This design comes from an exercise in tuning for small area, a short achievable clock period and few clock cycles per item on the open sky130 flow, not from production work. RTL that was checked went through simulation tests only; none was proved equivalent to the original. No activity file was given, so power comes from the tool's default toggle rates.

## v6
// seq_index
module seq_index (
    input  wire        clk,
    input  wire        rst,
    input  wire        in_valid,
    output wire        in_ready,
    input  wire [31:0] in_block,
    input  wire [31:0] in_num,
    input  wire [31:0] in_den,
    input  wire [12:0] in_len,
    output wire        out_valid,
    input  wire        out_ready,
    output wire [11:0] out_index
);
For scale: ~130 I/O pins, ~27000 sq um of cells after synthesis.
==> module si_fast, before the edit <==
module si_fast (
    input  wire [15:0] r,
    input  wire [3:0]  v,
    output wire [15:0] rn,
    output wire        ge,
    output reg  [4:0]  q
);
    reg  [13:0] t;
    reg  [15:0] sub, sub1;
    integer j;
    always @* begin
        t = 14'd0;
        for (j = 0; j < 16; j = j + 1)
            if (v == j) t = j * 907;
        q = 5'd0;
        sub = 16'd0;
        sub1 = 16'd22050;
        for (j = 0; j < 128; j = j + 1)
            if (r[15:9] == j) begin
                q    = (j * 8192) / 22050;
                sub  = ((j * 8192) / 22050) * 22050;
                sub1 = ((j * 8192) / 22050) * 22050 + 22050;
            end
    end
    wire [15:0] a  = {r[11:0], 4'd0};
    wire [15:0] b  = {2'd0, t};
    wire [15:0] n  = ~sub;
    wire [15:0] s  = a ^ b ^ n;
    wire [15:0] k  = (a & b) | (a & n) | (b & n);
    wire [15:0] d  = s + {k[14:0], 1'b1};
    wire [15:0] n1 = ~sub1;
    wire [15:0] s1 = a ^ b ^ n1;
    wire [15:0] k1 = (a & b) | (a & n1) | (b & n1);
    wire [15:0] d1 = s1 + {k1[14:0], 1'b1};
    assign rn = d;
    assign ge = ~d1[15];
endmodule
==> module seq_index, before the edit <==
module seq_index (
    input  wire        clk,
    input  wire        rst,
    input  wire        in_valid,
    output wire        in_ready,
    input  wire [31:0] in_block,
    input  wire [31:0] in_num,
    input  wire [31:0] in_den,
    input  wire [12:0] in_len,
    output wire        out_valid,
    input  wire        out_ready,
    output wire [11:0] out_index
);
    reg         rdy;                   
    reg         ov;                    
    reg  [11:0] oidx;
    reg         busy1;                 
    reg         fast;                  
    reg  [5:0]  pos;                   
    reg         started;               
    reg  [31:0] scan;                  
    reg  [15:0] c1, r1;                 
    wire        e = (c1 >= 16'd22050);   
    reg  [31:0] c2, r2;                
    reg  [11:0] c3, M;
    reg  [31:0] den;
    reg  [12:0] len, len3;            
    reg         t2v, t2ph, t2sw, t2fin, t2b, t2f, t2e, t2g;
    reg  [1:0]  t2d;
    reg  [4:0]  t2q;
    reg         t3v, t3ph, t3sw, t3fin, t3b;
    reg  [1:0]  t3d;
    wire stall = t3v & t3fin & ov;
    wire        ph1     = pos[5];
    wire        fa      = fast & ~ph1;                
    wire [4:0]  ppos    = pos[4:0];
    wire        z16     = (scan[31:16] == 16'd0);
    wire        z8      = (scan[31:24] == 8'd0);
    wire        can16   = ~started & z16 & (ppos <= 5'd16);
    wire        can8    = ~started & z8  & (ppos <= 5'd24);
    wire        can4    = ~started & (scan[31:28] == 4'd0) & (ppos <= 5'd28);
    wire        skip    = can16 | can8 | can4;
    wire [5:0]  inc     = can16 ? 6'd16 : can8 ? 6'd8 : (can4 | fa) ? 6'd4 : 6'd1;
    wire [5:0]  pos_n   = pos + inc;
    wire        sw1     = (pos_n[5] != pos[5]);       
    wire        fin1    = sw1 & ph1;
    wire [14:0] s1r;
    wire [15:0] f1r;
    wire        f1ge;
    wire [1:0]  s1d;
    wire [4:0]  f1q;
    si_step1 u1 (.r(r1[14:0]), .c(scan[31] ? c1 : 16'd0), .off(scan[31] & e),
                 .rn(s1r), .q(s1d));
    si_fast uf (.r(r1), .v(scan[31:28]), .rn(f1r), .ge(f1ge), .q(f1q));
    wire [15:0] r1_n = fa ? f1r : {1'b0, s1r};
    wire [31:0] s2r;
    wire [1:0]  s2d;
    si_step #(.WR(32), .WM(32), .WX(34)) u2 (
        .r(r2), .c((t2g ? c2 : 32'd0) | {27'd0, t2q}),
        .da(t2d[1] | t2e), .db(t2d[1] | t2d[0]), .m(den),
        .rn(s2r), .q(s2d));
    wire [4:0]  acc_lo  = {1'b0, r2[3:0]} + {1'b0, t2q[4:1]};
    wire [23:0] acc_hi  = r2[27:4] + acc_lo[4];
    wire [31:0] acc     = {acc_hi, acc_lo[3:0], t2q[0], 3'd0};
    wire        t2acc   = t2f & ~t2sw;               
    wire [11:0] s3r;
    si_step #(.WR(12), .WM(13), .WX(15)) u3 (
        .r(M), .c((t3b & t3ph) ? {1'b0, c3} : 13'd0),
        .da(t3d[1]), .db(t3d[1] | t3d[0]), .m(len3),
        .rn(s3r), .q());
    wire fin3    = t3v & t3fin & ~ov;           
    wire busy1_n = rdy ? in_valid : (busy1 & ~fin1);
    wire t2v_n   = busy1;
    wire t3v_n   = stall ? t3v : t2v;
    wire t3fin_n = stall ? t3fin : t2fin;
    wire ov_n    = fin3 | (ov & ~out_ready);
    wire t2fin_n = busy1 & fin1;
    wire rdy_n   = ~busy1_n &
                   ((~t2v_n & (~t3v_n | (t3fin_n & ~ov_n))) |
                    (t2v_n & t2fin_n & ~ov_n & ~(t3v_n & t3fin_n)));
    wire fast_in = (in_den[31:26] != 6'd0) |
                   ((in_num[31:24] == 8'd0) & (in_den[31:18] != 14'd0)) |
                   ((in_num[31:16] == 16'd0) & (in_den[31:10] != 22'd0));
    always @(posedge clk) begin
        if (rst) begin
            rdy   <= 1'b1;
            ov    <= 1'b0;
            busy1 <= 1'b0;
            t2v   <= 1'b0;
            t3v   <= 1'b0;
        end else begin
            rdy   <= rdy_n;
            ov    <= ov_n;
            busy1 <= busy1_n;
            t2v   <= t2v_n;
            t3v   <= t3v_n;
        end
    end
    always @(posedge clk) begin
        if (fin3) oidx <= s3r;
        if (!stall) begin
            M     <= (~t3v | t3sw) ? 12'd0 : s3r;
            t3ph  <= t2v & t2ph;
            t3sw  <= t2sw;
            t3fin <= t2fin;
            t3b   <= t2v & t2b;
            t3d   <= (t2v & ~t2acc) ? s2d : 2'd0;
        end
        if (t3v & t3sw & ~t3fin) c3 <= s3r;
        r2 <= (~t2v | t2sw) ? 32'd0 : t2acc ? acc : s2r;
        if (t2v & t2sw & ~t2fin) c2 <= s2r;
        len3  <= len;
        t2ph  <= busy1 & ph1;
        t2sw  <= busy1 & sw1;
        t2fin <= busy1 & fin1;
        t2b   <= busy1 & ~fa & scan[31];
        t2d   <= (busy1 & ~fa) ? s1d : 2'd0;
        t2f   <= busy1 & fa;
        t2q   <= (busy1 & fa) ? f1q : 5'd0;
        t2e   <= busy1 & fa & sw1 & f1ge;
        t2g   <= busy1 & ph1 & scan[31];
        pos   <= pos_n;
        scan  <= sw1   ? c2 :
                 can16 ? {scan[15:0], 16'd0} :
                 can8  ? {scan[23:0], 8'd0} :
                 (can4 | fa) ? {scan[27:0], 4'd0} :
                         {scan[30:0], 1'b0};
        r1    <= sw1 ? 16'd0 : r1_n;
        if (~skip) started <= 1'b1;
        if (sw1) begin
            started <= 1'b0;
            c1      <= r1_n;
        end
        if (rdy) begin
            fast    <= fast_in;
            pos     <= 6'd0;
            started <= 1'b0;
            scan    <= in_num;
            c2      <= in_block;
            c1      <= 16'd907;
            r1      <= 16'd0;
            r2      <= 32'd0;
            den     <= in_den;
            len     <= in_len;
        end
    end
    assign in_ready  = rdy;
    assign out_valid = ov;
    assign out_index = oidx;
endmodule
==> flow/config.mk <==
export PLATFORM = sky130hd
export DESIGN_NAME = seq_index
export DESIGN_NICKNAME = seq_index
export VERILOG_FILES = /design/flow/design.v
export SDC_FILE = /design/flow/constraint.sdc
export NUM_CORES = 4
export LEC_CHECK = 0
export CAP_MARGIN = 20
export CORE_MARGIN = 2
export CORE_UTILIZATION = 40
export SLEW_MARGIN = 20
==> flow/constraint.sdc <==
create_clock -name core_clock -period 16.0 [get_ports {clk}]
set_input_delay 3.2000 -clock core_clock [delete_from_list [all_inputs] [get_ports {clk}]]
set_output_delay 3.2000 -clock core_clock [all_outputs]
set_load 0.01 [all_outputs]
standard.sh (not shown) runs the stock make flow with config.mk's settings and CLKGATE_MAP_FILE= SYNTH_SCRIPT=/design/flow/synth_recipe.tcl, a recipe that flattens the netlist after the stock synthesis.
==> flow/flow/run.sh <==
#!/bin/bash
set -euo pipefail
bash standard.sh SETUP_SLACK_MARGIN=11.6 finish > standard_finish.log 2>&1
Testbench counts of v6, summed over its fixed seeds: cycles 102,223, items 3,200.
### v6 -> v7
--- a/flow/design.v
+++ b/flow/design.v
@@ -49,38 +49,37 @@
     input  wire [15:0] r,
     input  wire [3:0]  v,
     output wire [15:0] rn,
     output wire        ge,
     output reg  [4:0]  q
 );
-    reg  [13:0] t;
-    reg  [15:0] sub, sub1;
+    reg  [15:0] t, tf, sub;
     integer j;
     always @* begin
-        t = 14'd0;
+        t  = 16'd0;
+        tf = 16'd0;
         for (j = 0; j < 16; j = j + 1)
-            if (v == j) t = j * 907;
+            if (v == j) begin
+                t  = j * 907;
+                tf = j * 907 - 22050;
+            end
         q = 5'd0;
         sub = 16'd0;
-        sub1 = 16'd22050;
         for (j = 0; j < 128; j = j + 1)
             if (r[15:9] == j) begin
-                q    = (j * 8192) / 22050;
-                sub  = ((j * 8192) / 22050) * 22050;
-                sub1 = ((j * 8192) / 22050) * 22050 + 22050;
+                q   = (j * 8192) / 22050;
+                sub = ((j * 8192) / 22050) * 22050;
             end
     end
     wire [15:0] a  = {r[11:0], 4'd0};
-    wire [15:0] b  = {2'd0, t};
     wire [15:0] n  = ~sub;
-    wire [15:0] s  = a ^ b ^ n;
-    wire [15:0] k  = (a & b) | (a & n) | (b & n);
+    wire [15:0] s  = a ^ t ^ n;
+    wire [15:0] k  = (a & t) | (a & n) | (t & n);
     wire [15:0] d  = s + {k[14:0], 1'b1};
-    wire [15:0] n1 = ~sub1;
-    wire [15:0] s1 = a ^ b ^ n1;
-    wire [15:0] k1 = (a & b) | (a & n1) | (b & n1);
+    wire [15:0] s1 = a ^ tf ^ n;
+    wire [15:0] k1 = (a & tf) | (a & n) | (tf & n);
     wire [15:0] d1 = s1 + {k1[14:0], 1'b1};
     assign rn = d;
     assign ge = ~d1[15];
 endmodule
 module seq_index (
     input  wire        clk,
@@ -106,13 +105,14 @@
     reg  [15:0] c1, r1;                 
     wire        e = (c1 >= 16'd22050);   
     reg  [31:0] c2, r2;                
     reg  [11:0] c3, M;
     reg  [31:0] den;
     reg  [12:0] len, len3;            
-    reg         t2v, t2ph, t2sw, t2fin, t2b, t2f, t2e, t2g;
+    reg         t2v, t2ph, t2sw, t2fin, t2b, t2f, t2e;
+    reg  [31:0] bc2;                   
     reg  [1:0]  t2d;
     reg  [4:0]  t2q;
     reg         t3v, t3ph, t3sw, t3fin, t3b;
     reg  [1:0]  t3d;
     wire stall = t3v & t3fin & ov;
     wire        ph1     = pos[5];
@@ -137,19 +137,20 @@
                  .rn(s1r), .q(s1d));
     si_fast uf (.r(r1), .v(scan[31:28]), .rn(f1r), .ge(f1ge), .q(f1q));
     wire [15:0] r1_n = fa ? f1r : {1'b0, s1r};
     wire [31:0] s2r;
     wire [1:0]  s2d;
     si_step #(.WR(32), .WM(32), .WX(34)) u2 (
-        .r(r2), .c((t2g ? c2 : 32'd0) | {27'd0, t2q}),
+        .r(r2), .c(bc2),
         .da(t2d[1] | t2e), .db(t2d[1] | t2d[0]), .m(den),
         .rn(s2r), .q(s2d));
     wire [4:0]  acc_lo  = {1'b0, r2[3:0]} + {1'b0, t2q[4:1]};
     wire [23:0] acc_hi  = r2[27:4] + acc_lo[4];
     wire [31:0] acc     = {acc_hi, acc_lo[3:0], t2q[0], 3'd0};
     wire        t2acc   = t2f & ~t2sw;               
+    wire [31:0] c2n = (t2v & t2sw & ~t2fin) ? s2r : c2;
     wire [11:0] s3r;
     si_step #(.WR(12), .WM(13), .WX(15)) u3 (
         .r(M), .c((t3b & t3ph) ? {1'b0, c3} : 13'd0),
         .da(t3d[1]), .db(t3d[1] | t3d[0]), .m(len3),
         .rn(s3r), .q());
     wire fin3    = t3v & t3fin & ~ov;           
@@ -199,13 +200,13 @@
         t2fin <= busy1 & fin1;
         t2b   <= busy1 & ~fa & scan[31];
         t2d   <= (busy1 & ~fa) ? s1d : 2'd0;
         t2f   <= busy1 & fa;
         t2q   <= (busy1 & fa) ? f1q : 5'd0;
         t2e   <= busy1 & fa & sw1 & f1ge;
-        t2g   <= busy1 & ph1 & scan[31];
+        bc2   <= (busy1 & ph1 & scan[31]) ? c2n : {27'd0, (busy1 & fa) ? f1q : 5'd0};
         pos   <= pos_n;
         scan  <= sw1   ? c2 :
                  can16 ? {scan[15:0], 16'd0} :
                  can8  ? {scan[23:0], 8'd0} :
                  (can4 | fa) ? {scan[27:0], 4'd0} :
                          {scan[30:0], 1'b0};
Notes after the runs:
The highest signal layer in the routed design comes out met5 in one run and met4 in the other, namely in v6 and v7 respectively. v7 vs v6 — final-layout worst hold slack dropped 3.4 ps. Compared with v6, v7 instantiates a larger number of cells. On overall power after layout, v6 and v7 are neck and neck. From v6 to v7 the numbers moved as follows: via count saw little to no change; routed wire length saw a decrease. Summary of the comparison: adder-cell share of the synthesized area is lower in v7, relative to v6. Higher met2 wire length among v6 and v7: v6. The run showing the smaller first-pass GRT wire length is v7. The cell area of v7 is lower than that of v6. Synthesized netlist cell count for v7 is higher than for v6. Final clock skew: v7 vs v6 up 7.1 ps. Comparing v6 and v7, the higher detailed-route vias per instance is on v6.
For v7, only the layout was checked, not whether the RTL still works.

what the ideal ports hide:
In the flow no input, the clock included, has a driving cell. The finished layouts below were timed again as built, in two steps. Step 1, drivers: a clkbuf_16 drives clk and a buf_2 each remaining input, both assumed. Step 2 also shifts input and output timing later by t, the mid clock arrival at the registers, as if the neighbouring blocks saw the same clock. a / b / c = ideal ports / drivers / drivers and shift; a / b = the first two.
| run | shift t [ns] | setup WS [ns] | worst setup path after step 2 |
|---|---|---|---|
| v6 | 0.640 | 11.353 / 11.353 / 11.060 | input to register |
| v7 | 0.613 | 11.410 / 11.410 / 11.064 | input to register |
After both steps every run listed still meets setup and hold. For v7, which loses most, drivers alone change the setup slack by 0.000 ns; drivers and shift together by -0.346 ns.
